From an optimization exercise on the open Yosys and OpenROAD flow, aimed at small area, a short achievable clock period and few clock cycles per item; shortcuts taken in it are not production practice.
Only simulation tests tie the RTL to the original design; equivalence was not proved.
Power figures rest on the tool's default switching activity, not on a simulated workload.

## flow/design.v (module list and top-level ports; edited modules follow where they fit)
// module eaglesong_rc_rom: 1031 lines
// module eaglesong_round: 89 lines
// module eaglesong_arx: 28 lines
// module eaglesong_add: 40 lines
// module eaglesong_pfx: 40 lines
// module eaglesong_hash: 131 lines
module eaglesong_hash #(
    parameter integer NR = 43
) (
    input  wire         clk,
    input  wire         rst,
    input  wire         in_valid,
    output wire         in_ready,
    input  wire [31:0]  in_data,
    input  wire [2:0]   in_nbytes,
    input  wire         in_last,
    output wire         out_valid,
    input  wire         out_ready,
    output wire [255:0] out_digest
);
  // ...
==> flow/run.sh <==
#!/bin/bash
# synth_recipe.tcl (not shown) runs the flow's synth.tcl, then flattens the netlist and writes it again
# the make line also repeats each setting of config.mk as NAME=value (left out here)
make -C /OpenROAD-flow-scripts/flow DESIGN_CONFIG=/design/flow/config.mk WORK_HOME=/design/flow/orfs CLKGATE_MAP_FILE= SYNTH_SCRIPT=/design/flow/synth_recipe.tcl finish
==> flow/config.mk <==
export PLATFORM = sky130hd
export DESIGN_NAME = eaglesong_hash
export DESIGN_NICKNAME = eaglesong_hash
export VERILOG_FILES = /design/flow/design.v
export SDC_FILE = /design/flow/constraint.sdc
export NUM_CORES = 4
export LEC_CHECK = 0
export ABC_AREA = 1
export CAP_MARGIN = 40
export CORE_MARGIN = 2
export CORE_UTILIZATION = 40
export PLACE_DENSITY = 0.6
export SLEW_MARGIN = 30
export SYNTH_MEMORY_MAX_BITS = 65536
==> flow/constraint.sdc <==
create_clock -name core_clock -period 12.5 [get_ports {clk}]
set_input_delay 2.5000 -clock core_clock [delete_from_list [all_inputs] [get_ports {clk}]]
set_output_delay 2.5000 -clock core_clock [all_outputs]
set_load 0.01 [all_outputs]
==> metrics.md, run 1 <==
| Metric | Value |
|---|---|
| Routability cong. | `1.45` |
| Dpl cells | `21,043` |
| Root Buffer | `clkbuf_16` |
| Pin count of the biggest net entering global routing | `111` |
| Outcome | `aborted with a tool error` |
| CTS Buf Count | `109` |
| Post-CTS Setup Bufs | `0` |
| GRT met1 Usage | `0.846` |
| Most common cell in the netlist | `nand2_1` |
| Yosys reg bits | `784` |
| Resized Gates After CTS | `0` |
| Die Wd | `545 um` |
| CTS Buffer Depth | `4` |
| # hold bufs at CTS | `0` |
| Synth cell count leaders | `nand2_1 (3,369), inv_1 (2,108), xor2_1 (2,070), xnor2_1 (1,392), a21oi_1 (1,155)` |
| Number of flops mapped to enable cells by yosys | `512` |
| Dpl hpwl | `973,000 um` |
| Initial Util | `0.402` |
| # clock sinks | `784` |
| Vias in the first global route | `151,777` |
| Placed cell areas | `132,000 um^2` |
| Syn Std Cell Area | `117,000 um^2` |
| Err | `[ERROR GRT-0116] Global routing finished with congestion. Check the congestion regions in the DRC Viewer.` |
| Synth unique cells | `67` |
| Stopped at | `global routing` |
| Ys async rst share | `0` |
| Top-level I/O count | `298` |
| Syn Area/Cell | `7.00 um^2` |
| Synthesized Nets | `17,542` |
| Die height | `545 um` |
| GR Util met2 | `0.936` |
| Gr usage total | `0.827` |
| CTS H-Tree Depth | `3` |
Testbench counts, summed over its fixed seeds: cycles 47,196, bytes 31,107.
==> run 2: changes to the inputs <==
==> flow/flow/run.sh (new file) <==
#!/bin/bash
# The standard layout, with timing repair aiming 6.5 ns below the clock period
# (the repair's target only; the clock and constraints are unchanged).
set -o pipefail
bash standard.sh SETUP_SLACK_MARGIN=6.5 finish > standard_flow.log 2>&1
==> flow/standard.sh (new file) <==
#!/bin/bash
# synth_recipe.tcl (not shown) runs the flow's synth.tcl, then flattens the netlist and writes it again
# the make line also repeats each setting of config.mk as NAME=value (left out here)
make -C /OpenROAD-flow-scripts/flow DESIGN_CONFIG=/design/flow/config.mk WORK_HOME=/design/flow/orfs CLKGATE_MAP_FILE= SYNTH_SCRIPT=/design/flow/synth_recipe.tcl "${@:-finish}"
removed: flow/run.sh
==> run 2 against run 1 <==
The run again fails in global routing; synthesized area unchanged; synthesized cell count unchanged.
==> metrics.md, run 2 <==
| Metric | Value |
|---|---|
| Outcome | `aborted with a tool error (unchanged)` |
| Stopped at | `global routing (unchanged)` |
| Err | `[ERROR GRT-0116] Global routing finished with congestion. Check the congestion regions in the DRC Viewer. (unchanged)` |
| Placed cell areas | `132,000 um^2 (about the same)` |
| Syn Std Cell Area | `117,000 um^2 (unchanged)` |
| Global-route wire length before repair | `1,530,000 um` |
| Most used DFF post-synth | `edfxtp_1 (unchanged)` |
| Syn Area/Cell | `7.00 um^2 (unchanged)` |
| Synth unique cells | `67 (unchanged)` |
| # clock sinks | `784 (unchanged)` |
| Area share of the largest cell type after synthesis | `0.155 (unchanged)` |
| Synthesized Nets | `17,542 (unchanged)` |
| Synth cell count leaders | `nand2_1 (3,369), inv_1 (2,108), xor2_1 (2,070), xnor2_1 (1,392), a21oi_1 (1,155) (unchanged)` |
| Pin count of the biggest net entering global routing | `124` |
| Die Wd | `545 um (unchanged)` |
| Top-level I/O count | `298 (unchanged)` |
| Input/output buffers | `297 (unchanged)` |
| GRT overflow | `696` |
| Gr usage total | `0.771` |
| Die height | `545 um (unchanged)` |
| Initial Util | `0.402 (unchanged)` |
| CTS H-Tree Depth | `3 (unchanged)` |
| Vias in the first global route | `141,194` |
| Root Buffer | `clkbuf_16 (unchanged)` |
| Synth area leaders | `xor2_1 (15%), edfxtp_1 (13%), nand2_1 (11%), xnor2_1 (10%), inv_1 (6.8%) (unchanged)` |
| Ys async rst share | `0 (unchanged)` |
| Cells after Synth | `16,740 (unchanged)` |
| Yosys top cell by area | `xor2_1 (unchanged)` |
| Row cnt | `198 (unchanged)` |
| Most common cell in the netlist | `nand2_1 (unchanged)` |
| Number of flops mapped to enable cells by yosys | `512 (unchanged)` |
| # hold bufs at CTS | `0 (unchanged)` |
| CTS Buffer Depth | `4 (unchanged)` |
| Seq/Total Area, Yosys | `0.178 (unchanged)` |
| Yosys reg bits | `784 (unchanged)` |
| CTS Buf Count | `106 (was 109)` |
| Routability cong. | `1.47 (was 1.45)` |
| Dpl hpwl | `959,000 um (was 973,000 um)` |
| Synth warn | `1 (unchanged)` |
run 2: repair_timing:
item | CTS
pin swaps | 47
endpoints found under the setup margin | 281
setup buffers | 201
endpoints found under the hold margin | 0
resized for setup | 451
run 2: metrics by stage:
step                setup WS (ns)  power, W  instances  utilization
floorplan                    7.09     0.487      16740            -
global placement             3.53     0.643      20769        0.438
detailed placement           5.09     0.679      21070        0.453
CTS                          6.39     0.731      21465        0.484
run 2: routing by layer:
metal	global-route usage	GRT overflow
met4	0.745	210
met3	0.642	62
met5	0.442	5
met1	0.790	47
met2	0.893	372
run 2: how the worst max path moves through the flow:
stage                          from      to  slack (ns)  cells after the start
after floorplan           out_ready  s[257]        7.09                      4
after global placement       s[403]  s[429]        3.53                     24
after detailed placement     s[372]  s[180]        5.09                     32
after CTS                    s[370]  s[189]        6.39                     30
run 2: kinds of logic after synthesis:
group / after synthesis / synth area share
flip-flops: 784 / 0.178
adder cells (fa/ha/maj): 762 / 0.0972
AO/OA/AOI/OAI: 2931 / 0.142
AND/OR/NAND/NOR: 5700 / 0.202
buffers and inverters: 2983 / 0.106
XOR/XNOR: 3580 / 0.275
run 2: power by group through the flow:
stage	Combinational, W	Clock (W)	Sequential, W
2_1_floorplan	0.479	0	0.00761
3_3_place_gp	0.635	0	0.00820
3_5_place_dp	0.671	0	0.00830
4_1_cts	0.720	0.00328	0.00803
